Background: an optimization exercise with open tools, aiming at small area, a short achievable clock period and few clock cycles. Do not read the settings as production practice.
Where RTL was checked, it was by simulation tests only, not by an equivalence proof against the original.
For runs 1 to 3, only the layout was checked, not whether the RTL still works.
Power figures rest on the tool's default switching activity, not on a simulated workload.

## design.v

```verilog
module dust_crc_table (
    input  wire        clk,
    input  wire        rst,
    input  wire        bld_valid,
    input  wire [15:0] bld_poly,
    output wire        bld_ready,
    output wire        tbl_valid,
    output reg  [15:0] poly,
    output reg  [7:1]  d
);
    reg built;
    reg empty;       
    always @(posedge clk) begin
        if (rst) begin
            built <= 1'b0;
            empty <= 1'b1;
        end else if (bld_valid) begin
            built <= 1'b1;
            empty <= 1'b0;
        end
    end
    always @(posedge clk) begin
        if (!built)
            poly <= bld_poly;
    end
    reg [7:0] dd;
    integer n, m;
    always @* begin
        dd = 8'd1;
        for (n = 1; n < 8; n = n + 1) begin
            dd[n] = 1'b0;
            for (m = 1; m <= n; m = m + 1)
                dd[n] = dd[n] ^ (poly[16-m] & dd[n-m]);
        end
    end
    always @(posedge clk)
        d <= dd[7:1];
    assign bld_ready = empty;
    assign tbl_valid = built;
endmodule
module dust_crc_step (
    input  wire [15:0] poly,
    input  wire [7:1]  d,
    input  wire [15:0] crc,
    input  wire [7:0]  b,
    output reg  [15:0] crc_next
);
    reg [7:0] u, f;
    integer k, m;
    always @* begin
        for (k = 0; k < 8; k = k + 1)
            u[k] = crc[15-k] ^ b[7-k];
        for (k = 0; k < 8; k = k + 1) begin
            f[k] = u[k];
            for (m = 1; m <= k; m = m + 1)
                f[k] = f[k] ^ (d[m] & u[k-m]);
        end
        crc_next = {crc[7:0], 8'h00};
        for (k = 0; k < 8; k = k + 1)
            crc_next = crc_next ^ ({16{f[k]}} & (poly << (7 - k)));
    end
endmodule
module dust_tx (
    input  wire        clk,
    input  wire        rst,
    input  wire        enable,
    input  wire [15:0] poly,
    input  wire [7:1]  d,
    input  wire        hdr_valid,
    input  wire [1:0]  opcode,
    input  wire [1:0]  len_code,
    input  wire        ack,
    input  wire [10:0] pkt_num,
    output reg         hdr_ready,
    input  wire        in_valid,
    input  wire [7:0]  in_data,
    output reg         in_ready,
    output reg         out_valid,
    output reg  [7:0]  out_data,
    output reg         out_last,
    input  wire        out_ready
);
    localparam O_IDLE = 2'd0;
    localparam O_HDR  = 2'd1;
    localparam O_PAY  = 2'd2;
    localparam O_CRC  = 2'd3;
    reg        in_pay;       
    reg [7:0]  icnt;         
    reg        hpend;        
    reg [15:0] hi16;         
    reg        sv;           
    reg        sl;           
    reg [1:0]  ost;
    reg [1:0]  hcnt;
    reg [15:0] crc;
    wire [15:0] crc_next;
    dust_crc_step u_step (.poly(poly), .d(d), .crc(crc), .b(out_data), .crc_next(crc_next));
    wire hacc  = hdr_valid && hdr_ready;
    wire pacc  = in_valid && in_ready;
    wire plast = (icnt == 8'd0);
    wire ofree = !out_valid || out_ready;
    wire xfer  = out_valid && out_ready;
    wire st_idle = (ost == O_IDLE);
    wire st_hdr  = (ost == O_HDR);
    wire st_pay  = (ost == O_PAY);
    wire st_crc  = (ost == O_CRC);
    wire start   = st_idle && hpend && enable;
    wire hdr_end = st_hdr && (hcnt == 2'd3);
    wire       load      = start || st_hdr || st_crc || (st_pay && (sv || pacc));
    wire       pay_last  = sv ? sl : plast;
    wire [7:0] pay_data  = sv ? hi16[7:0] : in_data;
    wire [7:0] load_data = st_pay ? pay_data : st_crc ? crc_next[15:8] : hi16[15:8];
    wire take = st_pay && ofree;
    wire sv_n     = (sv || pacc) && !take;
    wire in_pay_n = hacc || (in_pay && !(pacc && plast));
    wire hpend_n  = hacc || (hpend && !(start && ofree));
    always @(posedge clk) begin
        if (rst) begin
            in_pay    <= 1'b0;
            hpend     <= 1'b0;
            sv        <= 1'b0;
            hdr_ready <= 1'b0;
            in_ready  <= 1'b0;
            ost       <= O_IDLE;
            out_valid <= 1'b0;
            crc       <= 16'h0000;
        end else begin
            in_pay    <= in_pay_n;
            hpend     <= hpend_n;
            sv        <= sv_n;
            hdr_ready <= !in_pay_n && !hpend_n && !sv_n;
            in_ready  <= in_pay_n && !sv_n && (st_pay || (hdr_end && ofree));
            if (xfer)
                crc <= crc_next;
            if (ofree) begin
                out_valid <= load;
                if (start)
                    ost <= O_HDR;
                else if (hdr_end)
                    ost <= O_PAY;
                else if (st_pay && load && pay_last)
                    ost <= O_CRC;
                else if (st_crc && hcnt == 2'd1)
                    ost <= O_IDLE;
            end
        end
    end
    always @(posedge clk) begin
        if (hdr_ready)
            hi16 <= {opcode, len_code, ack, pkt_num};
        else if (ofree && (start || st_hdr))
            hi16 <= {hi16[7:0], ~hi16[15:8]};
        else if (in_ready)
            hi16[7:0] <= in_data;
        if (hdr_ready)
            icnt <= (8'd32 << len_code) - 8'd1;
        else if (pacc)
            icnt <= icnt - 8'd1;
        if (in_ready)
            sl <= plast;
        if (ofree) begin
            out_data <= load_data;
            out_last <= st_crc && (hcnt == 2'd1);
            if (start)
                hcnt <= 2'd1;
            else if (st_hdr || st_crc)
                hcnt <= hcnt + 2'd1;
        end
    end
endmodule
module dust_rx (
    input  wire        clk,
    input  wire        rst,
    input  wire        enable,
    input  wire [15:0] poly,
    input  wire [7:1]  d,
    input  wire        in_valid,
    input  wire [7:0]  in_data,
    output reg         in_ready,
    output reg         res_valid,
    output reg         res_hdr_ok,
    output reg         res_crc_ok,
    output wire [31:0] res_hdr,
    output wire [15:0] res_residue
);
    reg        rv;           
    reg [7:0]  rd;
    reg        hold;         
    reg        body;         
    reg        first;        
    reg [1:0]  hcnt;
    reg [8:0]  cnt;          
    reg [31:0] hdr_word;
    reg [15:0] crc;
    assign res_hdr     = hdr_word;
    assign res_residue = crc;
    wire [15:0] crc_base = first ? 16'h0000 : crc;
    wire [15:0] crc_next;
    dust_crc_step u_step (.poly(poly), .d(d), .crc(crc_base), .b(rd), .crc_next(crc_next));
    wire [31:0] hdr_full = {hdr_word[23:0], rd};
    wire        hdr_good = (hdr_full[31:16] ^ hdr_full[15:0]) == 16'hFFFF;
    wire [1:0]  hdr_len  = hdr_full[29:28];
    wire proc     = rv && !hold;
    wire hdr_end  = !body && (hcnt == 2'd3);
    wire body_end = body && (cnt == 9'd0);
    wire fr_end   = proc && (body_end || (hdr_end && !hdr_good));
    always @(posedge clk) begin
        if (rst) begin
            rv        <= 1'b0;
            in_ready  <= 1'b0;
            hold      <= 1'b0;
            body      <= 1'b0;
            first     <= 1'b1;
            hcnt      <= 2'd0;
            res_valid <= 1'b0;
        end else begin
            rv        <= (rv && hold) || (in_valid && in_ready);
            in_ready  <= enable && !fr_end;
            hold      <= fr_end;
            res_valid <= hold;
            if (proc) begin
                first <= fr_end;
                if (!body) begin
                    hcnt <= hcnt + 2'd1;
                    if (hdr_end && hdr_good)
                        body <= 1'b1;
                end else if (body_end)
                    body <= 1'b0;
            end
        end
    end
    always @(posedge clk) begin
        if (!hold)
            rd <= in_data;
        if (proc) begin
            crc <= crc_next;
            if (!body) begin
                hdr_word   <= hdr_full;
                res_hdr_ok <= hdr_good;
                if (hdr_end)
                    cnt <= (9'd32 << hdr_len) + 9'd1;
            end else
                cnt <= cnt - 9'd1;
        end
        if (hold)
            res_crc_ok <= res_hdr_ok && (crc == 16'h0000);
    end
endmodule
module dust_frame_engine (
    input  wire        clk,
    input  wire        rst,
    input  wire        bld_valid,
    input  wire [15:0] bld_poly,
    output wire        bld_ready,
    output wire        tbl_valid,
    input  wire        tx_hdr_valid,
    input  wire [1:0]  tx_opcode,
    input  wire [1:0]  tx_len_code,
    input  wire        tx_ack,
    input  wire [10:0] tx_pkt_num,
    output wire        tx_hdr_ready,
    input  wire        tx_in_valid,
    input  wire [7:0]  tx_in_data,
    output wire        tx_in_ready,
    output wire        tx_out_valid,
    output wire [7:0]  tx_out_data,
    output wire        tx_out_last,
    input  wire        tx_out_ready,
    input  wire        rx_in_valid,
    input  wire [7:0]  rx_in_data,
    output wire        rx_in_ready,
    output wire        rx_res_valid,
    output wire        rx_res_hdr_ok,
    output wire        rx_res_crc_ok,
    output wire [31:0] rx_res_hdr,
    output wire [15:0] rx_res_residue
);
    wire [15:0] poly;
    wire [7:1]  d;
    dust_crc_table u_table (
        .clk(clk), .rst(rst),
        .bld_valid(bld_valid), .bld_poly(bld_poly),
        .bld_ready(bld_ready), .tbl_valid(tbl_valid),
        .poly(poly), .d(d)
    );
    dust_tx u_tx (
        .clk(clk), .rst(rst), .enable(tbl_valid), .poly(poly), .d(d),
        .hdr_valid(tx_hdr_valid), .opcode(tx_opcode), .len_code(tx_len_code),
        .ack(tx_ack), .pkt_num(tx_pkt_num), .hdr_ready(tx_hdr_ready),
        .in_valid(tx_in_valid), .in_data(tx_in_data), .in_ready(tx_in_ready),
        .out_valid(tx_out_valid), .out_data(tx_out_data), .out_last(tx_out_last),
        .out_ready(tx_out_ready)
    );
    dust_rx u_rx (
        .clk(clk), .rst(rst), .enable(tbl_valid), .poly(poly), .d(d),
        .in_valid(rx_in_valid), .in_data(rx_in_data), .in_ready(rx_in_ready),
        .res_valid(rx_res_valid), .res_hdr_ok(rx_res_hdr_ok), .res_crc_ok(rx_res_crc_ok),
        .res_hdr(rx_res_hdr), .res_residue(rx_res_residue)
    );
endmodule
```

## flow/run.sh

```bash
#!/bin/bash
# Layout flow: the standard flow with ports buffered by buf_2 and the
# timing repair aiming for 6.5 ns of setup slack.
bash standard.sh finish BUFFER_PORTS_ARGS="-buffer_cell sky130_fd_sc_hd__buf_2" SETUP_SLACK_MARGIN=6.5 > standard.log 2>&1
```

## standard.sh

```bash
#!/bin/bash
# synth_recipe.tcl (not shown) runs the flow's synth.tcl, then flattens the netlist and writes it again
# the make line also repeats each setting of config.mk as NAME=value (left out here)
make -C /OpenROAD-flow-scripts/flow DESIGN_CONFIG=/design/flow/config.mk WORK_HOME=/design/flow/orfs CLKGATE_MAP_FILE= SYNTH_SCRIPT=/design/flow/synth_recipe.tcl "${@:-finish}"
```

## config.mk

```make
export PLATFORM = sky130hd
export DESIGN_NAME = dust_frame_engine
export DESIGN_NICKNAME = dust_frame_engine
export VERILOG_FILES = /design/flow/design.v
export SDC_FILE = /design/flow/constraint.sdc
export NUM_CORES = 4
export LEC_CHECK = 0
export CAP_MARGIN = 20
export CELL_PAD_IN_SITES_DETAIL_PLACEMENT = 1
export CELL_PAD_IN_SITES_GLOBAL_PLACEMENT = 2
export CORE_MARGIN = 2
export CORE_UTILIZATION = 50
export CTS_BUF_LIST = sky130_fd_sc_hd__clkbuf_8
export PLACE_DENSITY = 0.65
export SLEW_MARGIN = 20
export SYNTH_MEMORY_MAX_BITS = 8192
```

## constraint.sdc

```tcl
create_clock -name core_clock -period 10.0 [get_ports {clk}]
set_input_delay 2.0000 -clock core_clock [delete_from_list [all_inputs] [get_ports {clk}]]
set_output_delay 2.0000 -clock core_clock [all_outputs]
set_load 0.01 [all_outputs]
```

==> results of run 1 <==
layout by cell type (no fill, tap or decap), drive strengths merged, types with 3 or more instances in the layout:
| master | netlist | routed |
|---|---|---|
| xor2 | 76 | 77 |
| a21oi | 48 | 48 |
| nor2 | 67 | 67 |
| ha | 8 | 8 |
| clkbuf | 66 | 17 |
| o21ai | 67 | 67 |
| and3 | 6 | 6 |
| edfxtp | 119 | 119 |
| and2 | 7 | 7 |
| nand3 | 16 | 16 |
| nand2b | 20 | 20 |
| a32oi | 3 | 3 |
| nand2 | 266 | 266 |
| o221ai | 6 | 6 |
| dfxtp | 41 | 41 |
| xnor2 | 128 | 128 |
| xnor3 | 37 | 37 |
| nor2b | 22 | 22 |
| nand3b | 7 | 7 |
| nor3 | 15 | 15 |
| mux2 | 8 | 8 |
| buf | 42 | 137 |
| inv | 22 | 32 |
| clkinvlp | 0 | 3 |
| a211oi | 7 | 7 |
| o211ai | 6 | 6 |
| a31oi | 18 | 18 |
| nor4 | 4 | 4 |
| a22o | 4 | 4 |
| mux2i | 11 | 11 |
| clkinv | 1 | 3 |
| a311o | 9 | 9 |
| a211o | 4 | 4 |
| nor3b | 7 | 7 |
| nand4 | 6 | 6 |
synth_stat cells, types with 11 or more instances:
| master | number |
|---|---|
| a21oi_1 | 48 |
| a31oi_1 | 18 |
| buf_2 | 13 |
| buf_4 | 25 |
| clkbuf_1 | 66 |
| dfxtp_1 | 41 |
| edfxtp_1 | 119 |
| inv_1 | 22 |
| mux2i_1 | 11 |
| nand2_1 | 266 |
| nand2b_1 | 20 |
| nand3_1 | 16 |
| nor2_1 | 67 |
| nor2b_1 | 22 |
| nor3_1 | 15 |
| o21ai_0 | 61 |
| xnor2_1 | 126 |
| xnor3_1 | 37 |
| xor2_1 | 75 |
power by group through the flow:
stage / Combinational (W) / Sequential (W) / Clock, W
after CTS: 0.00194 / 0.000894 / 0.000486
final: 0.00194 / 0.000895 / 0.000480
after global routing: 0.00210 / 0.000903 / 0.000513
after detailed placement: 0.00192 / 0.000909 / 0
after floorplan: 0.00155 / 0.000871 / 0
after global placement: 0.00186 / 0.000906 / 0
cell families after synthesis:
logic type               share of synthesized area
AO/OA/AOI/OAI                               0.1029
XOR/XNOR                                    0.2405
adder cells (fa/ha/maj)                   0.009028
buffers and inverters                      0.05428
flip-flops                                  0.3963
multiplexers                               0.01806
AND/OR/NAND/NOR                             0.1790
worst max-delay path: cells and delay by family (launching register included):
kind | cells | cell delay [ns]
buffers and inverters | 2 | 0.54
DFF | 1 | 0.34
repair_timing:
action | CTS | global route
pin swaps | 1 | 0
cloned | 1 | 0
setup buffers | 4 | 0
gates resized for setup | 12 | 13
setup endpoints to repair | 33 | 24
layer usage:
layer | part of all wire | vias to the layer above
li1 | - | 4115
met1 | 0.44 | 4270
met2 | 0.50 | 187
met3 | 0.044 | 23
met4 | 0.012 | 0
met5 | 0 | -
registers in the layout, indices dropped and copies added, names as in the netlist, 7 cells and up:
signal	count
u_tx.icnt	8
u_rx.hdr_word	32
u_table.poly	16
u_tx.hi16	16
u_rx.rd	8
u_rx.cnt	9
u_table.d	7
u_tx.crc	16
u_tx.out_data	8
u_rx.crc	16
worst max path at each step:
stage | from | to | slack, ns | depth (start not counted)
6_report | u_tx.hdr_ready | tx_hdr_ready | 6.64 | 2
5_1_grt | u_rx.rd[6] | u_rx.crc[7] | 6.50 | 11
4_1_cts | u_rx.first | u_rx.crc[7] | 6.49 | 9
3_5_place_dp | u_rx.first | u_rx.crc[7] | 5.59 | 9
3_3_place_gp | u_rx.first | u_rx.crc[7] | 5.78 | 9
2_1_floorplan | tx_out_ready | u_tx.hi16[0] | 6.52 | 5
stage by stage:
stage | hold slack, ns | setup slack [ns] | cells | utilization
2_1_floorplan | 0.3978 | 6.517 | 1197 | -
3_3_place_gp | 0.4342 | 5.775 | 1502 | 0.5335
3_5_place_dp | 0.4513 | 5.594 | 1502 | 0.5335
4_1_cts | 0.4717 | 6.491 | 1539 | 0.5554
5_1_grt | 0.4901 | 6.496 | 1539 | 0.5577
6_report | 0.4660 | 6.640 | 1539 | 0.5577
area by class of cell:
| type | count | area (sq um) |
|---|---|---|
| fillers | 2529 | 9653 |
| multi-input cells | 907 | 6217 |
| flip-flops and latches | 160 | 4398 |
| repair buffers | 137 | 739.5 |
| well taps | 280 | 350.3 |
| clock buffers | 17 | 234.0 |
| clock inverters | 15 | 140.1 |
| inverters | 23 | 91.34 |
==> out/results.tsv, run 1 <==
stage	metric	value	unit
outcome	status	finished clean	
drt	vias	8595	
global_route	antenna_found_initial	0	
sta	tightest_slew	0.9919	ns
power	power	0.003316	W
setup_path	path_max_fanout	40	
clock_network	htreeDepth	4	
power	p_leak	4.905	nW
yosys	ys_ff_latch	160	
layout	synthToLayoutAreaGrowth	9.761	%
sta	finalCriticalPeriod	3.360	ns
setup_path	worstSetupPathType	register to output port	
placement	hpwlAfterDp	21430	microns
global_route	grt_max_degree	41	
job	maxCapViolations	0	
setup_path	slowest_delay	0.34	ns
clock_network	cts_tree	built	
drt	firstDrtPassIters	5	
placement	portBuffers	120	
drt	drt_wl_total	30710	microns
drt	initialDrtViolationCount	487	
placement	gp_congestion	0.8290	
worst_hold_path	holdPathStages	2	
global_route	grt_pass1_wl	48760	microns
floorplan	die_h	152.9	microns
global_route	grt-busiest-layer	met2	
yosys	synth_edf_count	119	
global_route	met2_usage	0.4670	
worst_hold_path	hold_start	u_tx.crc[0]	
global_route	track_usage	0.2640	
sta	maxSlewHeadroom	0.3372	
placement	placed_cell_area	0.01164	sq mm
worst_hold_path	min_to	u_tx.crc[0]	
setup_path	end_kind	output port	
power	combinationalPowerShare	0.585	
setup_path	cp-start-kind	register	
setup_path	crit_chain	buf_4 > buf_2	
setup_path	regToRegSetupSlack	6.70	ns
yosys	synthCells	1197	
yosys	yosysTopAreaCellShare	0.3223	
yosys	yosys-top-cells-area	edfxtp_1 (32%), xnor2_1 (10%), nand2_1 (9.0%)	
yosys	synthesis.area	0.01109	sq mm
global_route	met1_usage	0.3443	
layout	fin_area	0.01217	sq mm
floorplan	core_area	0.02182	sq mm
floorplan	io_pins	121	
yosys	synthFlopType	edfxtp_1	
clock_network	clk_pin_slew	0.10	ns
worst_hold_path	min_path_type	register to register	
layout	nNetsFinal	1309	
setup_path	rr_startpoint	u_rx.rd[6]	
drt	ant_nets	0	
power	switching_share	0.4066	
power	clock_power_share	0.145	
yosys	async_flop_share	0	
clock_network	clock-sinks	160	
yosys	ys_seq_area_frac	0.3963	
floorplan	die_area	0.02338	sq mm
power	p_seq_frac	0.270	
sta	report.final.slew_viol_count	0	
sta	rsz0062_at_grt	true	
sta	hold_viol	0	
sta	fmax	297.6	MHz
drt	vias_per_cell	5.585	
power	powerDensity	272.5	mW/mm^2
clock_network	cts-buffers-inserted	17	
global_route	grt_pass1_vias	8652	
power	p_int	0.001968	W
clock_network	cts_root_buf	clkbuf_8	
floorplan	initial_utilization	0.5081	
global_route	gr-total-overflow	0	
clock_network	insertion_delay	0.47	ns
sta	setup_viol	0	
sta	setup_tns	0	ns
floorplan	fp.dieW	152.9	microns
yosys	yosysTopAreaCell	edfxtp_1	
layout	drive_gt1_frac	0.1597	
sta	clock_skew	0.01841	ns
sta	post-route-period-util	0.3360	
floorplan	row_count	54	
yosys	syn_avg_cell_area	9.263	sq um
setup_path	reg2reg_to	u_rx.crc[8]	
global_route	use_met3	0.04139	
yosys	syn_nets	1260	
power	vdd_drop_max	0.1666	mV
clock_network	cts_hold_buf	0	
clock_network	ctsLongestPathBuffers	2	
drt	wl_per_cell	19.95	microns
setup_path	cp.required	8.00	ns
setup_path	crit_slowest_cell	dfxtp_1	
power	p_switching	0.001348	W
yosys	yosys_warnings	4	
setup_path	rr_worst_depth	11	
drt	drcViolationCount	0	
layout	n_antenna_cell	0	
setup_path	worstPathArrival	1.36	ns
yosys	synth_cell_types	58	
==> run 2: changes to the inputs <==
--- a/design.v
+++ b/design.v
@@ -85,7 +85,6 @@
     localparam O_PAY  = 2'd2;
     localparam O_CRC  = 2'd3;
     reg        in_pay;       
-    reg [7:0]  icnt;         
     reg        hpend;        
     reg [15:0] hi16;         
     reg        sv;           
@@ -97,7 +96,7 @@
     dust_crc_step u_step (.poly(poly), .d(d), .crc(crc), .b(out_data), .crc_next(crc_next));
     wire hacc  = hdr_valid && hdr_ready;
     wire pacc  = in_valid && in_ready;
-    wire plast = (icnt == 8'd0);
+    wire plast = (hi16[15:8] == 8'd0);
     wire ofree = !out_valid || out_ready;
     wire xfer  = out_valid && out_ready;
     wire st_idle = (ost == O_IDLE);
@@ -148,14 +147,16 @@
     always @(posedge clk) begin
         if (hdr_ready)
             hi16 <= {opcode, len_code, ack, pkt_num};
+        else if (ofree && hdr_end)
+            hi16[15:8] <= (8'd32 << hi16[5:4]) - 8'd1;
         else if (ofree && (start || st_hdr))
             hi16 <= {hi16[7:0], ~hi16[15:8]};
-        else if (in_ready)
-            hi16[7:0] <= in_data;
-        if (hdr_ready)
-            icnt <= (8'd32 << len_code) - 8'd1;
-        else if (pacc)
-            icnt <= icnt - 8'd1;
+        else begin
+            if (pacc)
+                hi16[15:8] <= hi16[15:8] - 8'd1;
+            if (in_ready)
+                hi16[7:0] <= in_data;
+        end
         if (in_ready)
             sl <= plast;
         if (ofree) begin
@@ -189,8 +190,7 @@
     reg        body;         
     reg        first;        
     reg [1:0]  hcnt;
-    reg [8:0]  cnt;          
-    reg [31:0] hdr_word;
+    reg [31:0] hdr_word;     
     reg [15:0] crc;
     assign res_hdr     = hdr_word;
     assign res_residue = crc;
@@ -202,7 +202,7 @@
     wire [1:0]  hdr_len  = hdr_full[29:28];
     wire proc     = rv && !hold;
     wire hdr_end  = !body && (hcnt == 2'd3);
-    wire body_end = body && (cnt == 9'd0);
+    wire body_end = body && (hdr_word[8:0] == 9'd0);
     wire fr_end   = proc && (body_end || (hdr_end && !hdr_good));
     always @(posedge clk) begin
         if (rst) begin
@@ -237,10 +237,12 @@
             if (!body) begin
                 hdr_word   <= hdr_full;
                 res_hdr_ok <= hdr_good;
-                if (hdr_end)
-                    cnt <= (9'd32 << hdr_len) + 9'd1;
-            end else
-                cnt <= cnt - 9'd1;
+                if (hdr_end && hdr_good)
+                    hdr_word[8:0] <= (9'd32 << hdr_len) + 9'd1;
+            end else if (body_end)
+                hdr_word[8:0] <= ~hdr_word[24:16];
+            else
+                hdr_word[8:0] <= hdr_word[8:0] - 9'd1;
         end
         if (hold)
             res_crc_ok <= res_hdr_ok && (crc == 16'h0000);
==> run 2 against run 1 <==
  * Register-to-register slack lost 0.06 ns
  * Critical path depth grew 7
  * Synthesized cell count grew 4.2%
  * Critical path type is now register to register
  * Combinational power grew 12%
  * Setup slack lost 0.0015 ns
  * Largest cell class unchanged
==> out/results.tsv, run 2 <==
stage	metric	value	unit
outcome	status	finished clean	
setup_path	cp.required	10.23	ns
drt	drcViolationCount	0	
floorplan	core_area	0.02115	sq mm
clock_network	htreeDepth	4	
setup_path	slowest_delay	0.64	ns
placement	gp_congestion	0.7977	
placement	portBuffers	120	
yosys	synthesis.area	0.01085	sq mm
clock_network	clock-sinks	143	
layout	largest_register	u_rx.hdr_word	
setup_path	worstSetupPathType	register to register	
layout	num-fill-cells	2588	
layout	seq_area	0.003887	sq mm
sta	hold_viol	0	
yosys	synth_most_common_cell	nand2_1	
yosys	yosysTopAreaCellShare	0.2824	
setup_path	crit_chain	xor2_4 > nand2_1 > xnor3_1 > xnor3_4 > nand2_1 > xnor3_1 > xnor3_1 > a21oi_1 > nor2_1	
clock_network	cts_root_buf	clkbuf_8	
yosys	synth_commonest_cells	nand2_1 (308), xnor2_1 (130), edfxtp_1 (102)	
drt	ant_nets	0	
layout	final_common_cell	nand2_1	
global_route	track_usage	0.2768	
yosys	synth_cell_types	55	
clock_network	insertion_delay	0.47	ns
yosys	ys_seq_area_frac	0.3580	
sta	clock_skew	0.02026	ns
clock_network	cts-buffers-inserted	17	
sta	tightest_slew	0.9823	ns
sta	rsz0062_at_grt	false	
yosys	synthCells	1247	
layout	multi_input_area	0.006469	sq mm
layout	drive_gt1_frac	0.1620	
drt	initialDrtViolationCount	465	
floorplan	initial_utilization	0.5128	
floorplan	fp.dieW	151.3	microns
layout	stdcell_count	1584	
drt	drt_wl_total	31240	microns
sta	setup_tns	0	ns
job	maxCapViolations	0	
sta	post-route-period-util	0.3362	
setup_path	crit_buf_inv	0	
yosys	yosys_warnings	4	
placement	place_inst	1547	
drt	firstDrtPassIters	5	
yosys	yosys-top-cells-area	edfxtp_1 (28%), nand2_1 (11%), xnor2_1 (10%)	
setup_path	crit_family	XOR/XNOR gates	
sta	maxSlewHeadroom	0.3452	
layout	largest_reg_flops	32	
yosys	async_flop_share	0	
power	p_leak	4.873	nW
global_route	antenna_found_initial	0	
layout	synthToLayoutAreaGrowth	9.988	%
setup_path	cp-start-kind	register	
layout	final_cell_mix	nand2_1 (308), xnor2_1 (126), buf_2 (121)	
yosys	ys_ff_latch	143	
drt	vias_per_cell	5.609	
power	power	0.003466	W
sta	report.final.slew_viol_count	0	
floorplan	io_pins	121	
sta	setup_viol	0	
clock_network	cts_tree	built	
global_route	grt_pass1_wl	48820	microns
sta	fmax	297.5	MHz
layout	n_antenna_cell	0	
yosys	synth_edf_count	102	
global_route	grt_pass1_vias	8890	
power	vdd_drop_max	0.2438	mV
setup_path	worstSetupStartpoint	u_tx.out_data[5]	
yosys	syn_avg_cell_area	8.699	sq um
setup_path	worstPathArrival	3.59	ns
placement	hpwlAfterDp	21450	microns
yosys	yosysTopAreaCell	edfxtp_1	
setup_path	end_kind	register	
worst_hold_path	min_path_type	register to register	
yosys	syn_nets	1311	
setup_path	path_max_fanout	15	
yosys	synthFlopType	edfxtp_1	
clock_network	clk_pin_slew	0.09	ns
layout	nNetsFinal	1360	
setup_path	worst_path_most_repeated_cell	xnor3_1	
global_route	grt_max_degree	38	
floorplan	die_h	151.3	microns
floorplan	die_area	0.02289	sq mm
power	powerDensity	290.5	mW/mm^2
sta	finalCriticalPeriod	3.362	ns
floorplan	row_count	53	
drt	vias	8884	
drt	wl_per_cell	19.72	microns
global_route	gr-total-overflow	0	
setup_path	rr_startpoint	u_tx.out_data[5]	
setup_path	crit_slowest_cell	xnor3_4	
worst_hold_path	hold_start	u_table.empty	
clock_network	ctsLongestPathBuffers	2	
-- run 2: power by group --
group / internal (W) / switching [W] / total [W]
Sequential: 0.000737 / 0.000100 / 0.000837
Clock: 0.000184 / 0.000277 / 0.000461
Combinational: 0.00111 / 0.00106 / 0.00217
Total: 0.00203 / 0.00143 / 0.00347
-- run 2: final timing paths --
path                 endpoint  slack [ns]  cells past startpoint
max          u_tx.out_data[2]        6.64                      9
min             u_table.empty        0.46                      1
max reg2reg  u_tx.out_data[2]        6.64                      9
min reg2reg     u_table.empty        0.46                      1
-- run 2: logic make-up (layout without fill, tap and decap cells) --
kind of cell,Yosys count,in the layout,synth area share
flip-flops,143,143,0.3580
buffers and inverters,135,197,0.05790
AND/OR/NAND/NOR,499,499,0.1969
multiplexers,22,22,0.02134
AO/OA/AOI/OAI,198,198,0.1085
XOR/XNOR,241,241,0.2469
adder cells (fa/ha/maj),9,9,0.01038
-- run 2: timing repair --
action                                  CTS  global route
buffers inserted                          3             2
endpoints found under the hold margin     0             0
endpoints found under the setup margin   31            23
pin swaps                                 0             1
hold buffers                              0             0
resized for setup                         8            11
-- run 2: final cells by class --
| cell class | instances | area share |
|---|---|---|
| clock buffer | 17 | 0.01961 |
| clock inverter | 15 | 0.01154 |
| inverter | 24 | 0.007655 |
| multi-input combinational | 969 | 0.5422 |
| sequential | 143 | 0.3258 |
| tap | 275 | 0.02884 |
| timing repair buffer | 141 | 0.06439 |
-- run 2: per-layer routing --
| metal | up-vias | track usage | routed length (microns) |
|---|---|---|---|
| met1 | 4397 | 0.3698 | 13940 |
| met4 | 0 | 0.06822 | 420 |
| met3 | 29 | 0.03404 | 1411 |
| met5 | - | 0 | 0 |
| li1 | 4241 | - | - |
| met2 | 217 | 0.4781 | 15470 |
-- run 2: through the flow --
stage	util	setup slack [ns]	area [sq um]	hold WS [ns]
4_1_cts	0.5591	6.506	11830	0.4654
3_3_place_gp	0.5384	6.069	11390	0.4318
2_1_floorplan	-	6.536	10860	0.3978
5_1_grt	0.5640	6.515	11930	0.4939
3_5_place_dp	0.5384	5.973	11390	0.4418
6_report	0.5640	6.638	11930	0.4587
==> run 3: changes to the inputs <==
==> flow/run.sh (replaced) <==
#!/bin/bash
# Layout flow: the standard flow with ports buffered by buf_1 and the
# timing repair aiming for 6.5 ns of setup slack.
bash standard.sh finish BUFFER_PORTS_ARGS="-buffer_cell sky130_fd_sc_hd__buf_1" SETUP_SLACK_MARGIN=6.5 > standard.log 2>&1
==> run 3 against run 2 <==
  * Sequential cell count stayed put
  * Cell count is 0.19% higher
  * Highest routed layer unchanged
  * Register-to-register slack hardly changed
  * Combinational power hardly changed
  * Synthesized cell count stayed put
  * Critical endpoint is now u_tx.out_data[0]
  * Global-route usage is 0.19 points higher
  * Critical path depth stayed put
  * Sequential share of layout area is 0.43 points higher
  * Still clean
  * Design area is 1.3% lower
==> out/results.tsv, run 3 <==
stage	metric	value	unit
clock_network	clk_pin_slew	0.09	ns
floorplan	initial_utilization	0.5128	
yosys	async_flop_share	0	
global_route	track_usage	0.2787	
placement	gp_congestion	0.8052	
yosys	yosysTopAreaCellShare	0.2824	
floorplan	io_pins	121	
yosys	synthFlopType	edfxtp_1	
yosys	yosys_warnings	4	
setup_path	crit_end	u_tx.out_data[0]	
power	powerDensity	293.2	mW/mm^2
yosys	ys_seq_area_frac	0.3580	
sta	finalCriticalPeriod	3.353	ns
setup_path	crit_family	XOR/XNOR gates	
clock_network	clock-sinks	143	
global_route	grt-busiest-layer	met2	
global_route	antenna_found_initial	0	
drt	initialDrtViolationCount	512	
setup_path	rr_worst_depth	9	
setup_path	crit_cells	9	
setup_path	cp.required	10.22	ns
floorplan	die_area	0.02289	sq mm
drt	vias_per_cell	5.703	
sta	hold_viol	0	
clock_network	htreeDepth	4	
clock_network	cts_hold_buf	0	
clock_network	ctsLongestPathBuffers	2	
global_route	grt_max_degree	38	
clock_network	cts_root_buf	clkbuf_8	
sta	report.final.slew_viol_count	0	
power	p_leak	4.540	nW
layout	fin_util	0.5567	
layout	multi_input_area	0.006450	sq mm
layout	stdcell_count	1587	
setup_path	cp-start-kind	register	
yosys	ys_ff_latch	143	
drt	vias	9050	
sta	fmax	298.2	MHz
setup_path	crit_buf_inv	0	
layout	largest_reg_flops	32	
setup_path	worstPathArrival	3.57	ns
layout	n_antenna_cell	0	
sta	post-route-period-util	0.3353	
power	vdd_drop_max	0.2170	mV
setup_path	end_kind	register	
drt	wl_per_cell	19.91	microns
yosys	synth_edf_count	102	
global_route	grt_pass1_vias	9103	
floorplan	core_area	0.02115	sq mm
setup_path	reg2reg_to	u_tx.out_data[0]	
layout	final_cell_mix	nand2_1 (308), xnor2_1 (127), buf_1 (119)	
layout	num-fill-cells	2547	
clock_network	cts_tree	built	
clock_network	insertion_delay	0.47	ns
setup_path	worstSetupStartpoint	u_tx.out_data[7]	
yosys	synth_commonest_cells	nand2_1 (308), xnor2_1 (130), edfxtp_1 (102)	
worst_hold_path	min_path_type	register to register	
yosys	synth_cell_types	55	
outcome	status	finished clean	
global_route	use_met3	0.04187	
floorplan	fp.dieW	151.3	microns
setup_path	crit_slowest_cell	xnor3_4	
layout	fin_area	0.01178	sq mm
yosys	synthesis.area	0.01085	sq mm
sta	tightest_slew	0.9544	ns
yosys	yosysTopAreaCell	edfxtp_1	
setup_path	rr_startpoint	u_tx.out_data[7]	
sta	setup_viol	0	
layout	synthToLayoutAreaGrowth	8.558	%
sta	maxSlewHeadroom	0.3637	
layout	final_common_cell	nand2_1	
global_route	gr-total-overflow	0	
layout	drive_gt1_frac	0.07088	
drt	drt_wl_total	31600	microns
yosys	synthCells	1247	
sta	clock_skew	0.02078	ns
drt	firstDrtPassIters	5	
setup_path	worst_path_most_repeated_cell	xnor3_1	
layout	nNetsFinal	1363	
yosys	syn_nets	1311	
drt	drcViolationCount	0	
yosys	yosys-top-cells-area	edfxtp_1 (28%), nand2_1 (11%), xnor2_1 (10%)	
layout	largest_register	u_rx.hdr_word	
placement	place_inst	1548	
setup_path	regToRegSetupSlack	6.65	ns
global_route	met1_usage	0.3662	
floorplan	row_count	53	
global_route	grt_pass1_wl	49080	microns
yosys	synth_most_common_cell	nand2_1	
yosys	syn_avg_cell_area	8.699	sq um
sta	setup_tns	0	ns
placement	hpwlAfterDp	21760	microns
setup_path	worstSetupPathType	register to register	
power	power	0.003453	W
job	maxCapViolations	0	
setup_path	crit_chain	xnor2_2 > nor2_1 > xnor3_1 > xnor3_4 > nand2_1 > xnor3_1 > xnor3_1 > a21oi_1 > nor2_1	
global_route	met2_usage	0.4738	
placement	placed_cell_area	0.01125	sq mm
setup_path	path_max_fanout	15	
clock_network	cts-buffers-inserted	17	
setup_path	slowest_delay	0.64	ns
drt	ant_nets	0	
layout	seq_area	0.003887	sq mm
placement	portBuffers	120	
floorplan	die_h	151.3	microns
sta	rsz0062_at_grt	false	
[run 3: power by group]
part	switching (W)	internal (W)
clock network	0.000270	0.000179
logic	0.00106	0.00110
registers	0.0000995	0.000737
total	0.00143	0.00202
[run 3: layout make-up]
type,count,share of cell area
clock inverters,15,0.01062
well taps,275,0.02922
clock buffers,17,0.01987
repair buffers,144,0.05472
flip-flops and latches,143,0.3301
inverters,24,0.007756
multi-input cells,969,0.5477
[run 3: logic make-up after synthesis]
family | share of synthesized area
compound gates | 0.1085
xor+xnor | 0.2469
fa+ha+maj | 0.01038
buf+inv | 0.05790
flops | 0.3580
mux | 0.02134
simple gates | 0.1969
[run 3: worst min path at each step]
stage | start | endpoint | slack [ns] | depth (start not counted)
detailed placement | u_tx.crc[0] | u_tx.crc[0] | 0.45 | 2
global route | u_tx.crc[9] | u_tx.crc[9] | 0.51 | 2
floorplan | u_table.poly[15] | u_table.d[1] | 0.40 | 0
global placement | u_table.empty | u_table.empty | 0.44 | 1
CTS | u_tx.crc[0] | u_tx.crc[0] | 0.47 | 2
finish | u_tx.crc[9] | u_tx.crc[9] | 0.47 | 2
[run 3: stage by stage]
step | worst slack (ns) | hold WS [ns]
2_1_floorplan | 6.536 | 0.3978
3_3_place_gp | 6.077 | 0.4362
3_5_place_dp | 5.951 | 0.4489
4_1_cts | 6.429 | 0.4689
5_1_grt | 6.492 | 0.5060
6_report | 6.647 | 0.4691
[run 3: per-layer routing]
metal | wire length (microns) | vias up
met2 | 15710 | 249
met4 | 553 | 0
met3 | 1543 | 40
met1 | 13790 | 4507
li1 | - | 4254
met5 | 0 | -
[run 3: worst min-delay path, delay by kind of cell (launching register included)]
kind | cells | cell delay [ns]
DFF | 1 | 0.33
and+or+nand+nor | 1 | 0.05
AOI/OAI and AO/OA | 1 | 0.05
[run 3: timing repair]
item / in CTS / in global routing
hold endpoints to repair: 0 / 0
gates resized for setup: 6 / 10
pin swaps: 0 / 1
setup buffers: 1 / 6
setup endpoints to repair: 33 / 24
==> run 4: changes to the inputs <==
--- a/design.v
+++ b/design.v
@@ -186,7 +186,7 @@
 );
     reg        rv;           
     reg [7:0]  rd;
-    reg        hold;         
+    reg        pend;         
     reg        body;         
     reg        first;        
     reg [1:0]  hcnt;
@@ -197,28 +197,31 @@
     wire [15:0] crc_base = first ? 16'h0000 : crc;
     wire [15:0] crc_next;
     dust_crc_step u_step (.poly(poly), .d(d), .crc(crc_base), .b(rd), .crc_next(crc_next));
-    wire [31:0] hdr_full = {hdr_word[23:0], rd};
-    wire        hdr_good = (hdr_full[31:16] ^ hdr_full[15:0]) == 16'hFFFF;
-    wire [1:0]  hdr_len  = hdr_full[29:28];
-    wire proc     = rv && !hold;
+    wire        half_ok  = (rd == ~hdr_word[15:8]);
+    wire        hdr_good = res_hdr_ok && half_ok;
+    wire [1:0]  hdr_len  = hdr_word[21:20];
+    wire [8:0]  cnt      = hdr_word[8:0];
     wire hdr_end  = !body && (hcnt == 2'd3);
-    wire body_end = body && (hdr_word[8:0] == 9'd0);
-    wire fr_end   = proc && (body_end || (hdr_end && !hdr_good));
+    wire body_end = body && (cnt == 9'd0);
+    wire fr_end   = rv && (body_end || (hdr_end && !hdr_good));
+    wire take     = in_valid && in_ready;
+    wire take_4th = !body && (rv ? (hcnt == 2'd2) : (hcnt == 2'd3));
+    wire take_end = body && (rv ? (cnt == 9'd1) : (cnt == 9'd0));
     always @(posedge clk) begin
         if (rst) begin
             rv        <= 1'b0;
             in_ready  <= 1'b0;
-            hold      <= 1'b0;
+            pend      <= 1'b0;
             body      <= 1'b0;
             first     <= 1'b1;
             hcnt      <= 2'd0;
             res_valid <= 1'b0;
         end else begin
-            rv        <= (rv && hold) || (in_valid && in_ready);
-            in_ready  <= enable && !fr_end;
-            hold      <= fr_end;
-            res_valid <= hold;
-            if (proc) begin
+            rv        <= take;
+            in_ready  <= enable && !(take && (take_4th || take_end));
+            pend      <= fr_end;
+            res_valid <= pend;
+            if (rv) begin
                 first <= fr_end;
                 if (!body) begin
                     hcnt <= hcnt + 2'd1;
@@ -230,21 +233,23 @@
         end
     end
     always @(posedge clk) begin
-        if (!hold)
-            rd <= in_data;
-        if (proc) begin
+        rd <= in_data;
+        if (rv) begin
             crc <= crc_next;
             if (!body) begin
-                hdr_word   <= hdr_full;
-                res_hdr_ok <= hdr_good;
+                hdr_word <= {hdr_word[23:0], rd};
+                if (hcnt == 2'd2)
+                    res_hdr_ok <= half_ok;
+                if (hcnt == 2'd3)
+                    res_hdr_ok <= hdr_good;
                 if (hdr_end && hdr_good)
                     hdr_word[8:0] <= (9'd32 << hdr_len) + 9'd1;
             end else if (body_end)
                 hdr_word[8:0] <= ~hdr_word[24:16];
             else
-                hdr_word[8:0] <= hdr_word[8:0] - 9'd1;
+                hdr_word[8:0] <= cnt - 9'd1;
         end
-        if (hold)
+        if (pend)
             res_crc_ok <= res_hdr_ok && (crc == 16'h0000);
     end
 endmodule
==> run 4 against run 3 <==
  * Setup slack gained 0.034 ns
  * Still clean on timing, DRC and antenna
  * Total power shrank 5.1%
  * Die area shrank 2.5%
  * First-iteration DRC count shrank 4.9%
  * Global-route usage grew 0.57 points
  * Maximum frequency grew 1.0%
  * Sequential power shrank 2%
  * Critical path depth shrank 8
  * Largest power group unchanged
==> out/results.tsv, run 4 <==
stage	metric	value	unit
outcome	status	finished clean	
drt	vias_per_cell	5.684	
drt	drcViolationCount	0	
global_route	grt_pass1_vias	9118	
yosys	synthFlopType	edfxtp_1	
yosys	yosys-top-cells-area	edfxtp_1 (27%), xnor2_1 (11%), nand2_1 (10%)	
sta	finalCriticalPeriod	3.319	ns
layout	largest_register	u_rx.hdr_word	
global_route	grt_pass1_wl	49680	microns
power	p_leak	4.413	nW
setup_path	crit_cells	1	
clock_network	cts-buffers-inserted	17	
sta	maxSlewHeadroom	0.3474	
setup_path	crit_chain	buf_1	
yosys	ys_seq_area_frac	0.3601	
setup_path	worstSetupPathType	register to output port	
setup_path	end_kind	output port	
global_route	antenna_found_initial	0	
layout	n_antenna_cell	0	
yosys	syn_avg_cell_area	8.554	sq um
drt	wl_per_cell	19.67	microns
placement	hpwlAfterDp	21770	microns
global_route	gr-total-overflow	0	
sta	fmax	301.3	MHz
clock_network	clk_pin_slew	0.09	ns
clock_network	ctsLongestPathBuffers	2	
floorplan	die_h	149.4	microns
layout	final_common_cell	nand2_1	
drt	drt_wl_total	31310	microns
floorplan	fp.dieW	149.4	microns
clock_network	insertion_delay	0.47	ns
layout	final_cell_mix	nand2_1 (284), xnor2_1 (136), nor2_1 (122)	
setup_path	cp-start-kind	register	
setup_path	slowest_delay	0.65	ns
job	maxCapViolations	0	
sta	post-route-period-util	0.3319	
sta	hold_ws	0.4693	ns
floorplan	row_count	53	
layout	synthToLayoutAreaGrowth	9.558	%
yosys	async_flop_share	0	
floorplan	core_area	0.02089	sq mm
layout	nNetsFinal	1370	
drt	ant_nets	0	
yosys	synth_most_common_cell	nand2_1	
sta	setup_tns	0	ns
clock_network	clock-sinks	143	
sta	rsz0062_at_grt	false	
layout	fin_util	0.5541	
sta	clock_skew	0.01938	ns
setup_path	cp.required	8.00	ns
sta	report.final.slew_viol_count	0	
layout	drive_gt1_frac	0.06226	
yosys	yosys_warnings	4	
floorplan	initial_utilization	0.5057	
clock_network	cts_tree	built	
layout	largest_reg_flops	32	
yosys	ys_ff_latch	143	
sta	tightest_slew	0.9768	ns
setup_path	rr_worst_depth	10	
sta	hold_viol	0	
drt	firstDrtPassIters	4	
setup_path	crit_buf_inv	1	
yosys	synth_commonest_cells	nand2_1 (284), xnor2_1 (138), nor2_1 (122)	
worst_hold_path	min_path_type	register to register	
global_route	track_usage	0.2844	
yosys	yosysTopAreaCellShare	0.2672	
setup_path	crit_slowest_cell	dfxtp_2	
yosys	yosysTopAreaCell	edfxtp_1	
clock_network	cts_root_buf	clkbuf_8	
global_route	grt_max_degree	37	
yosys	syn_nets	1301	
setup_path	crit_family	flip-flops	
placement	gp_congestion	0.8266	
sta	setup_viol	0	
power	powerDensity	283.2	mW/mm^2
placement	portBuffers	120	
yosys	synth_cell_types	53	
setup_path	worstPathArrival	1.32	ns
layout	num-fill-cells	2551	
yosys	synthesis.area	0.01056	sq mm
clock_network	htreeDepth	4	
drt	vias	9049	
yosys	synth_edf_count	94	
setup_path	path_max_fanout	32	
yosys	synthCells	1235	
worst_hold_path	holdPathStages	2	
floorplan	io_pins	121	
floorplan	die_area	0.02231	sq mm
power	vdd_drop_max	0.2584	mV
drt	initialDrtViolationCount	487	
[run 4: metrics by stage]
stage | area, sq um | setup slack, ns | cells | total power [W]
5_1_grt | 11570 | 6.532 | 1592 | 0.003476
2_1_floorplan | 10580 | 6.516 | 1235 | 0.002400
4_1_cts | 11530 | 6.549 | 1591 | 0.003291
3_5_place_dp | 11120 | 6.218 | 1559 | 0.002789
6_report | 11570 | 6.681 | 1592 | 0.003278
3_3_place_gp | 11120 | 6.249 | 1559 | 0.002742
[run 4: logic make-up (layout without fill, tap and decap cells)]
family	after synthesis	in the layout	share of synthesized area
compound gates	212	212	0.1195
xor+xnor	228	228	0.2357
buf+inv	108	190	0.04288
fa+ha+maj	11	11	0.01303
simple gates	507	507	0.2025
flops	143	143	0.3601
mux	26	26	0.02629
[run 4: metal layers]
layer / part of all wire / global-route usage
met5: 0 / 0
met4: 0.0089 / 0.05571
met3: 0.040 / 0.03761
met2: 0.50 / 0.4906
met1: 0.45 / 0.3845
[run 4: power breakdown]
group          switching (W)  total [W]  internal (W)  leakage (nW)
combinational       0.000968    0.00196      0.000992          2.91
sequential         0.0000934   0.000822      0.000728          1.30
clock               0.000285   0.000497      0.000212         0.206
total                0.00135    0.00328       0.00193          4.41
[run 4: worst paths after layout]
path / end / slack, ns / startpoint
setup / recovery: tx_hdr_ready / 6.68 / u_tx.hdr_ready
hold / removal: u_table.empty / 0.47 / u_table.empty
setup reg to reg: u_rx.crc[15] / 6.74 / u_rx.crc[14]
hold reg to reg: u_table.empty / 0.47 / u_table.empty
[run 4: timing repair]
item,in CTS,in global routing
buffers inserted,0,1
endpoints found under the setup margin,2,21
hold buffers,0,0
gates resized for setup,2,5
[run 4: layout make-up]
class                           count  area (sq um)  area share
Timing Repair Buffer              136         570.5     0.04930
Inverter                           22         82.58    0.007135
Clock inverter                     15         170.2     0.01470
Tap cell                          275         344.1     0.02973
Sequential cell                   143          3806      0.3289
Multi-Input combinational cell    984          6366      0.5501
Clock buffer                       17         234.0     0.02022
Testbench counts of run 4, summed over its fixed seeds: cycles 13,123.
==> run 5: changes to the inputs <==
--- a/config.mk
+++ b/config.mk
@@ -5,6 +5,7 @@
 export SDC_FILE = /design/flow/constraint.sdc
 export NUM_CORES = 4
 export LEC_CHECK = 0
+export ABC_CLOCK_PERIOD_IN_PS = 2500
 export CAP_MARGIN = 20
 export CELL_PAD_IN_SITES_DETAIL_PLACEMENT = 1
 export CELL_PAD_IN_SITES_GLOBAL_PLACEMENT = 2
==> run 5 against run 4 <==
  * Still clean
  * Global-route usage is the same
  * Critical path depth is the same
  * Die area is the same
  * Routed wire length is the same
  * Register-to-register slack is essentially flat
  * Largest power group unchanged
==> out/results.tsv, run 5 <==
stage	metric	value	unit
yosys	syn_avg_cell_area	8.554	sq um
sta	fmax	301.3	MHz
yosys	async_flop_share	0	
setup_path	crit_family	flip-flops	
global_route	track_usage	0.2844	
setup_path	end_kind	output port	
floorplan	die_h	149.4	microns
setup_path	crit_buf_inv	1	
sta	maxSlewHeadroom	0.3474	
sta	rsz0062_at_grt	false	
yosys	synthFlopType	edfxtp_1	
power	power	0.003278	W
clock_network	insertion_delay	0.47	ns
power	powerDensity	283.2	mW/mm^2
layout	final_cell_mix	nand2_1 (284), xnor2_1 (136), nor2_1 (122)	
yosys	yosysTopAreaCell	edfxtp_1	
floorplan	initial_utilization	0.5057	
sta	fin_ws	6.681	ns
floorplan	io_pins	121	
layout	largest_register	u_rx.hdr_word	
layout	multi_input_area	0.006366	sq mm
drt	drcViolationCount	0	
power	p_leak	4.413	nW
layout	n_antenna_cell	0	
yosys	yosys-top-cells-area	edfxtp_1 (27%), xnor2_1 (11%), nand2_1 (10%)	
yosys	yosys_warnings	4	
sta	tightest_slew	0.9768	ns
yosys	synth_most_common_cell	nand2_1	
sta	clock_skew	0.01938	ns
clock_network	htreeDepth	4	
layout	largest_reg_flops	32	
layout	num-fill-cells	2551	
sta	setup_viol	0	
global_route	gr-total-overflow	0	
floorplan	row_count	53	
global_route	grt_pass1_wl	49680	microns
setup_path	crit_slowest_cell	dfxtp_2	
drt	drt_wl_total	31310	microns
setup_path	cp-start-kind	register	
drt	ant_nets	0	
placement	place_ws	6.218	ns
global_route	antenna_found_initial	0	
yosys	ys_ff_latch	143	
drt	vias_per_cell	5.684	
layout	seq_area	0.003806	sq mm
layout	nNetsFinal	1370	
drt	initialDrtViolationCount	487	
global_route	grt_pass1_vias	9118	
yosys	synthesis.area	0.01056	sq mm
layout	fin_area	0.01157	sq mm
floorplan	core_area	0.02089	sq mm
clock_network	cts-buffers-inserted	17	
sta	finalCriticalPeriod	3.319	ns
clock_network	cts_tree	built	
setup_path	slowest_delay	0.65	ns
yosys	synth_edf_count	94	
yosys	synth_commonest_cells	nand2_1 (284), xnor2_1 (138), nor2_1 (122)	
setup_path	cp.required	8.00	ns
setup_path	worstPathArrival	1.32	ns
layout	drive_gt1_frac	0.06226	
clock_network	clk_pin_slew	0.09	ns
clock_network	cts_root_buf	clkbuf_8	
yosys	synth_cell_types	53	
job	maxCapViolations	0	
placement	portBuffers	120	
power	vdd_drop_max	0.2584	mV
drt	vias	9049	
placement	gp_congestion	0.8266	
global_route	grt_max_degree	37	
sta	setup_tns	0	ns
yosys	yosysTopAreaCellShare	0.2672	
outcome	status	finished clean	
drt	wl_per_cell	19.67	microns
layout	synthToLayoutAreaGrowth	9.558	%
layout	final_common_cell	nand2_1	
sta	post-route-period-util	0.3319	
clock_network	clock-sinks	143	
setup_path	path_max_fanout	32	
floorplan	die_area	0.02231	sq mm
sta	hold_viol	0	
yosys	ys_seq_area_frac	0.3601	
drt	firstDrtPassIters	4	
setup_path	crit_chain	buf_1	
sta	report.final.slew_viol_count	0	
yosys	syn_nets	1301	
worst_hold_path	min_path_type	register to register	
clock_network	ctsLongestPathBuffers	2	
setup_path	worstSetupPathType	register to output port	
floorplan	fp.dieW	149.4	microns
placement	hpwlAfterDp	21770	microns
placement	placed_cell_area	0.01112	sq mm
yosys	synthCells	1235	
==> run 5: area by class of cell <==
| cell class | count | share of cell area |
|---|---|---|
| inverters | 22 | 0.007135 |
| well taps | 275 | 0.02973 |
| flip-flops and latches | 143 | 0.3289 |
| repair buffers | 136 | 0.04930 |
| clock buffers | 17 | 0.02022 |
| clock inverters | 15 | 0.01470 |
| multi-input cells | 984 | 0.5501 |
==> run 5: logic make-up (layout without fill, tap and decap cells) <==
kind of cell,Yosys count,count (layout),share of synthesized area
flip-flops,143,143,0.3601
adder cells (fa/ha/maj),11,11,0.01303
AO/OA/AOI/OAI,212,212,0.1195
AND/OR/NAND/NOR,507,507,0.2025
buffers and inverters,108,190,0.04288
XOR/XNOR,228,228,0.2357
multiplexers,26,26,0.02629
==> run 5: final timing paths <==
| check | startpoint | to | slack [ns] | cells after the start |
|---|---|---|---|---|
| min reg2reg | u_table.empty | u_table.empty | 0.47 | 2 |
| max reg2reg | u_rx.crc[14] | u_rx.crc[15] | 6.74 | 10 |
| min | u_table.empty | u_table.empty | 0.47 | 2 |
| max | u_tx.hdr_ready | tx_hdr_ready | 6.68 | 1 |
==> run 5: routing by layer <==
layer	up-vias	global-route usage	wire length [microns]	part of all wire
li1	4281	-	-	-
met1	4514	0.3845	14090	0.45
met2	226	0.4906	15700	0.50
met3	28	0.03761	1245	0.040
met4	0	0.05571	278	0.0089
met5	-	0	0	0
==> run 5: where the power goes <==
| part | switching, W | internal (W) |
|---|---|---|
| Combinational | 0.000968 | 0.000992 |
| Sequential | 0.0000934 | 0.000728 |
| Clock | 0.000285 | 0.000212 |
| Total | 0.00135 | 0.00193 |
==> run 5: timing repair <==
| item | CTS | global route |
|---|---|---|
| buffers inserted | 0 | 1 |
| endpoints found under the setup margin | 2 | 21 |
| hold buffers | 0 | 0 |
| pin swaps | 0 | 0 |
| gates resized for setup | 2 | 5 |
==> run 5: stage by stage <==
stage,utilization,hold slack (ns),cells
final,0.5541,0.4693,1592
after floorplan,-,0.3978,1235
after global placement,0.5321,0.4548,1559
after global routing,0.5541,0.5006,1592
after detailed placement,0.5321,0.4562,1559
after CTS,0.5519,0.4715,1591
==> run 6: changes to the inputs <==
--- a/config.mk
+++ b/config.mk
@@ -5,7 +5,7 @@
 export SDC_FILE = /design/flow/constraint.sdc
 export NUM_CORES = 4
 export LEC_CHECK = 0
-export ABC_CLOCK_PERIOD_IN_PS = 2500
+export ABC_CLOCK_PERIOD_IN_PS = 3500
 export CAP_MARGIN = 20
 export CELL_PAD_IN_SITES_DETAIL_PLACEMENT = 1
 export CELL_PAD_IN_SITES_GLOBAL_PLACEMENT = 2
==> run 6 against run 5 <==
  * Non-clock buffer count unchanged
  * Critical path depth unchanged
  * Area after synthesis unchanged
  * Largest power group unchanged
  * Still clean on timing, DRC and antenna
==> out/results.tsv, run 6 <==
stage	metric	value	unit
outcome	status	finished clean	
setup_path	crit_family	flip-flops	
yosys	syn_avg_cell_area	8.554	sq um
layout	num-fill-cells	2551	
placement	place_inst	1559	
setup_path	crit_slowest_cell	dfxtp_2	
floorplan	die_h	149.4	microns
clock_network	ctsLongestPathBuffers	2	
drt	vias	9049	
yosys	synth_compound_area_frac	0.1195	
yosys	ys_seq_area_frac	0.3601	
setup_path	slowest_delay	0.65	ns
yosys	synth_top_family_by_area	XOR/XNOR gates	
layout	final_common_cell	nand2_1	
power	vdd_drop_max	0.2584	mV
sta	hold_viol	0	
yosys	synth_edf_count	94	
clock_network	cts_tree	built	
clock_network	clk_pin_slew	0.09	ns
yosys	synth_cell_types	53	
yosys	synthesis.area	0.01056	sq mm
global_route	antenna_found_initial	0	
sta	tightest_slew	0.9768	ns
setup_path	cp.required	8.00	ns
layout	stdcell_count	1592	
placement	placed_cell_area	0.01112	sq mm
yosys	syn_nets	1301	
placement	hpwlAfterDp	21770	microns
yosys	yosys-top-cells-area	edfxtp_1 (27%), xnor2_1 (11%), nand2_1 (10%)	
drt	drt_wl_total	31310	microns
clock_network	cts-buffers-inserted	17	
global_route	grt_max_degree	37	
floorplan	io_pins	121	
yosys	yosys_warnings	4	
setup_path	cp-start-kind	register	
floorplan	initial_utilization	0.5057	
layout	largest_reg_flops	32	
sta	rsz0062_at_grt	false	
drt	firstDrtPassIters	4	
sta	report.final.slew_viol_count	0	
drt	initialDrtViolationCount	487	
layout	largest_register	u_rx.hdr_word	
placement	portBuffers	120	
yosys	yosysTopAreaCellShare	0.2672	
clock_network	cts_root_buf	clkbuf_8	
placement	gp_congestion	0.8266	
sta	post-route-period-util	0.3319	
yosys	async_flop_share	0	
sta	setup_tns	0	ns
layout	seq_area	0.003806	sq mm
yosys	yosysTopAreaCell	edfxtp_1	
clock_network	cts_hold_buf	0	
sta	fin_ws	6.681	ns
setup_path	end_kind	output port	
yosys	synth_simple_gate_area_frac	0.2025	
yosys	synthCells	1235	
sta	clock_skew	0.01938	ns
drt	vias_per_cell	5.684	
sta	fmax	301.3	MHz
layout	final_cell_mix	nand2_1 (284), xnor2_1 (136), nor2_1 (122)	
layout	n_antenna_cell	0	
layout	synthToLayoutAreaGrowth	9.558	%
drt	drcViolationCount	0	
yosys	synth_most_common_cell	nand2_1	
floorplan	row_count	53	
layout	fin_area	0.01157	sq mm
sta	finalCriticalPeriod	3.319	ns
yosys	synth_commonest_cells	nand2_1 (284), xnor2_1 (138), nor2_1 (122)	
worst_hold_path	min_path_type	register to register	
sta	maxSlewHeadroom	0.3474	
job	maxCapViolations	0	
setup_path	worstSetupPathType	register to output port	
layout	nNetsFinal	1370	
sta	hold_ws	0.4693	ns
power	powerDensity	283.2	mW/mm^2
clock_network	htreeDepth	4	
placement	place_ws	6.218	ns
clock_network	clock-sinks	143	
global_route	track_usage	0.2844	
yosys	synth_xor_xnor_area_share	0.2357	
setup_path	worstPathArrival	1.32	ns
drt	wl_per_cell	19.67	microns
global_route	grt_pass1_vias	9118	
setup_path	crit_chain	buf_1	
global_route	gr-total-overflow	0	
yosys	synthMuxAreaShare	0.02629	
global_route	grt_pass1_wl	49680	microns
sta	setup_viol	0	
yosys	synthAdderAreaFrac	0.01303	
layout	drive_gt1_frac	0.06226	
yosys	synthFlopType	edfxtp_1	
yosys	ys_ff_latch	143	
power	p_leak	4.413	nW
floorplan	core_area	0.02089	sq mm
floorplan	fp.dieW	149.4	microns
setup_path	crit_buf_inv	1	
setup_path	path_max_fanout	32	
drt	ant_nets	0	
clock_network	insertion_delay	0.47	ns
layout	multi_input_area	0.006366	sq mm
floorplan	die_area	0.02231	sq mm
## run 6: cell counts in the layout (fill, tap and decap cells not counted)
Identical to the previous run, type by type.
## run 6: path summary, 6_finish.rpt
kind	cells past startpoint	slack, ns	start	to
min reg2reg	2	0.47	u_table.empty	u_table.empty
max reg2reg	10	6.74	u_rx.crc[14]	u_rx.crc[15]
max	1	6.68	u_tx.hdr_ready	tx_hdr_ready
min	2	0.47	u_table.empty	u_table.empty
## run 6: area by class of cell
cell class                      count  area share
Tap cell                          275     0.02973
Timing Repair Buffer              136     0.04930
Inverter                           22    0.007135
Clock inverter                     15     0.01470
Sequential cell                   143      0.3289
Multi-Input combinational cell    984      0.5501
Clock buffer                       17     0.02022
## run 6: cells by family after synthesis
group	after synthesis
xor+xnor	228
flops	143
fa+ha+maj	11
buf+inv	108
mux	26
compound gates	212
simple gates	507
## run 6: timing repair
item                                    4_1_cts  5_1_grt
pin swaps                                     0        0
buffers inserted                              0        1
gates resized for setup                       2        5
endpoints found under the setup margin        2       21
hold endpoints to repair                      0        0
## run 6: report_power, final
part | switching [W] | internal, W
clock | 0.000285 | 0.000212
sequential | 0.0000934 | 0.000728
combinational | 0.000968 | 0.000992
total | 0.00135 | 0.00193
## run 6: tightest hold or removal path, cell delays in order, from the launching register on
cell and delay, ns:
dfxtp_1 0.32, inv_1 0.04, o21ai_0 0.07
## run 6: per-layer routing
metal,track usage,vias to the layer above,share of wire,routed length [microns]
li1,-,4281,-,-
met4,0.05571,0,0.0089,278
met2,0.4906,226,0.50,15700
met5,0,-,0,0
met1,0.3845,4514,0.45,14090
met3,0.03761,28,0.040,1245
## run 6: through the flow
stage / utilization / power (W)
after floorplan: - / 0.002400
after global placement: 0.5321 / 0.002742
after detailed placement: 0.5321 / 0.002789
after CTS: 0.5519 / 0.003291
after global routing: 0.5541 / 0.003476
final: 0.5541 / 0.003278
==> run 7: changes to the inputs <==
==> flow/run.sh (replaced) <==
#!/bin/bash
# Layout flow: the standard flow with ports buffered by buf_1 and the
# timing repair aiming for 6.8 ns of setup slack.
bash standard.sh finish BUFFER_PORTS_ARGS="-buffer_cell sky130_fd_sc_hd__buf_1" SETUP_SLACK_MARGIN=6.8 > standard.log 2>&1
--- a/config.mk
+++ b/config.mk
@@ -5,7 +5,6 @@
 export SDC_FILE = /design/flow/constraint.sdc
 export NUM_CORES = 4
 export LEC_CHECK = 0
-export ABC_CLOCK_PERIOD_IN_PS = 3500
 export CAP_MARGIN = 20
 export CELL_PAD_IN_SITES_DETAIL_PLACEMENT = 1
 export CELL_PAD_IN_SITES_GLOBAL_PLACEMENT = 2
==> run 7 against run 6 <==
  * Clock skew is essentially flat
  * Sequential cell count is the same
  * Area after synthesis is the same
  * Maximum frequency grew 3.1%
  * Count of clock-buffer cells in the layout is the same
==> out/results.tsv, run 7 <==
stage	metric	value	unit
outcome	status	finished clean	
power	powerDensity	278.4	mW/mm^2
yosys	async_flop_share	0	
drt	drt_wl_total	33700	microns
setup_path	reg2reg_to	u_rx.crc[14]	
worst_hold_path	min_path_type	register to register	
sta	setup_viol	0	
global_route	grt_max_degree	35	
layout	n_antenna_cell	0	
floorplan	fp.dieW	149.4	microns
drt	vias_per_cell	5.750	
floorplan	die_area	0.02231	sq mm
layout	nNetsFinal	1405	
setup_path	worstPathArrival	1.22	ns
job	maxCapViolations	0	
sta	tightest_slew	0.9126	ns
setup_path	rr_startpoint	u_rx.first	
global_route	grt_pass1_wl	50680	microns
yosys	synth_most_common_cell	nand2_1	
yosys	syn_avg_cell_area	8.554	sq um
placement	gp_congestion	0.8465	
sta	clock_skew	0.01903	ns
clock_network	clk_pin_slew	0.10	ns
setup_path	cp.required	8.00	ns
layout	synthToLayoutAreaGrowth	15.36	%
layout	drive_gt1_frac	0.1058	
clock_network	ctsLongestPathBuffers	2	
layout	largest_register	u_rx.hdr_word	
global_route	grt_pass1_vias	9209	
worst_hold_path	holdPathStages	2	
power	p_leak	4.738	nW
global_route	antenna_found_initial	0	
layout	num-fill-cells	2530	
drt	drcViolationCount	0	
yosys	synthCells	1235	
clock_network	cts-buffers-inserted	17	
global_route	gr-total-overflow	0	
setup_path	regToRegSetupSlack	6.83	ns
floorplan	die_h	149.4	microns
setup_path	path_max_fanout	3	
yosys	synthFlopType	edfxtp_1	
yosys	yosys-top-cells-area	edfxtp_1 (27%), xnor2_1 (11%), nand2_1 (10%)	
setup_path	crit_buf_inv	1	
worst_hold_path	hold_start	u_tx.crc[8]	
yosys	synthesis.area	0.01056	sq mm
yosys	yosys_warnings	4	
sta	report.final.slew_viol_count	0	
setup_path	cp-start-kind	register	
sta	setup_tns	0	ns
clock_network	clock-sinks	143	
sta	fin_ws	6.781	ns
setup_path	end_kind	output port	
setup_path	crit_slowest_cell	edfxtp_1	
floorplan	row_count	53	
sta	post-route-period-util	0.3219	
clock_network	cts_root_buf	clkbuf_8	
floorplan	io_pins	121	
yosys	synth_commonest_cells	nand2_1 (284), xnor2_1 (138), nor2_1 (122)	
yosys	syn_nets	1301	
drt	firstDrtPassIters	5	
clock_network	cts_tree	built	
yosys	ys_seq_area_frac	0.3601	
clock_network	cts_hold_buf	0	
yosys	synth_cell_types	53	
setup_path	crit_chain	buf_2	
floorplan	core_area	0.02089	sq mm
drt	initialDrtViolationCount	530	
sta	rsz0062_at_grt	true	
layout	final_common_cell	nand2_1	
placement	hpwlAfterDp	22010	microns
setup_path	worstSetupPathType	register to output port	
sta	hold_viol	0	
power	vdd_drop_max	0.2285	mV
global_route	track_usage	0.2933	
setup_path	crit_family	flip-flops	
yosys	yosysTopAreaCellShare	0.2672	
sta	maxSlewHeadroom	0.3903	
layout	largest_reg_flops	32	
setup_path	rr_worst_depth	10	
yosys	yosysTopAreaCell	edfxtp_1	
placement	place_ws	6.227	ns
setup_path	slowest_delay	0.52	ns
sta	fmax	310.6	MHz
clock_network	htreeDepth	4	
yosys	ys_ff_latch	143	
drt	wl_per_cell	20.71	microns
drt	vias	9356	
clock_network	insertion_delay	0.48	ns
sta	finalCriticalPeriod	3.219	ns
yosys	synth_edf_count	94	
worst_hold_path	min_to	u_tx.crc[8]	
drt	ant_nets	0	
layout	final_cell_mix	nand2_1 (283), xnor2_1 (124), nor2_1 (122)	
placement	portBuffers	120	
floorplan	initial_utilization	0.5057	
[run 7: metrics by stage]
step | std cells | hold slack, ns | utilization | power [W] | area, sq um
5_1_grt | 1627 | 0.4973 | 0.5834 | 0.003585 | 12190
2_1_floorplan | 1235 | 0.3978 | - | 0.002402 | 10640
3_5_place_dp | 1558 | 0.4640 | 0.5336 | 0.002745 | 11150
4_1_cts | 1607 | 0.4770 | 0.5670 | 0.003283 | 11840
6_report | 1627 | 0.4769 | 0.5834 | 0.003393 | 12190
3_3_place_gp | 1558 | 0.4553 | 0.5329 | 0.002688 | 11130
[run 7: power breakdown]
group | switching, W | internal, W | total [W]
clock | 0.000279 | 0.000235 | 0.000513
sequential | 0.0000854 | 0.000728 | 0.000813
combinational | 0.000991 | 0.00108 | 0.00207
total | 0.00136 | 0.00204 | 0.00339
[run 7: worst max path at each step]
stage	from	endpoint	slack [ns]	cells past startpoint
2_1_floorplan	tx_out_ready	u_tx.hi16[0]	6.78	6
4_1_cts	u_tx.out_data[7]	tx_out_data[7]	6.72	1
6_report	u_tx.out_data[6]	tx_out_data[6]	6.78	1
3_5_place_dp	tx_out_ready	u_tx.hi16[13]	6.23	6
5_1_grt	u_tx.out_data[6]	u_tx.out_data[7]	6.68	9
3_3_place_gp	tx_out_ready	u_tx.hi16[13]	6.30	6
[run 7: kinds of logic (layout without fill, tap and decap cells)]
group	after synthesis	after routing	share of synthesized area
adders and majority gates	11	11	0.01303
muxes	26	26	0.02629
and+or+nand+nor	507	507	0.2025
xor gates and xnor gates	228	229	0.2357
DFF	143	143	0.3601
buffers and inverters	108	223	0.04288
AOI/OAI and AO/OA	212	213	0.1195
[run 7: metal layers]
metal  vias to the layer above  global-route usage  share of wire
met3                        59             0.04251          0.054
met2                       303              0.5119           0.51
met5                         -                   0              0
li1                       4357                   -              -
met4                         0             0.08619          0.023
met1                      4637              0.3772           0.42
[run 7: worst register-to-register path, stage by stage, from the launching register on]
cell	delay (ns)
dfxtp_2	0.43
buf_6	0.26
nand2b_1	0.17
xnor2_1	0.13
nand2_1	0.12
xnor2_2	0.23
xor2_2	0.29
xnor3_4	0.55
nand2_1	0.13
xnor2_1	0.16
xnor3_1	0.44
[run 7: repair_timing]
action | 4_1_cts | 5_1_grt
gates cloned | 1 | 2
pin swaps | 1 | 10
setup buffers | 16 | 18
gates resized for setup | 20 | 28
endpoints found under the setup margin | 46 | 31
[run 7: area by class of cell]
type / count / area, sq um / share of cell area
multi-input cells: 986 / 6618 / 0.5430
flip-flops and latches: 143 / 3811 / 0.3127
repair buffers: 169 / 897.1 / 0.07361
well taps: 275 / 344.1 / 0.02823
clock buffers: 17 / 234.0 / 0.01920
clock inverters: 15 / 200.2 / 0.01643
inverters: 22 / 82.58 / 0.006776

==> separate check: timing with driven ports <==
The flow's constraints put no driver on any port. The routed layouts listed below were extracted and timed again, unchanged, in two steps. Step 1 (the two cells are an assumption about what drives the block):
set clk [get_ports {clk}]
set_driving_cell -lib_cell sky130_fd_sc_hd__clkbuf_16 $clk
set_driving_cell -lib_cell sky130_fd_sc_hd__buf_2 [delete_from_list [all_inputs] $clk]
Step 2 adds t to the input delays and takes it off the output delays; t is the mean of the earliest and latest rising clock arrival at the registers after step 1. Input paths then give back, and output paths get back, about the clock's delay inside the block. a / b / c = ideal / step 1 / step 2; a / b = the first two.
run	shift t [ns]	slack for setup (ns)	latest minus earliest clock arrival (ns)
run 1	0.508	6.640 / 6.597 / 6.217	0.020 / 0.020
run 2	0.508	6.638 / 6.598 / 6.235	0.023 / 0.022
run 3	0.506	6.647 / 6.646 / 6.228	0.022 / 0.023
run 4	0.507	6.681 / 6.638 / 6.235	0.022 / 0.022
run 5	0.507	6.681 / 6.638 / 6.235	0.022 / 0.022
run 6	0.507	6.681 / 6.638 / 6.235	0.022 / 0.022
run 7	0.512	6.781 / 6.737 / 6.413	0.019 / 0.019
After both steps setup and hold are still met in every run listed.
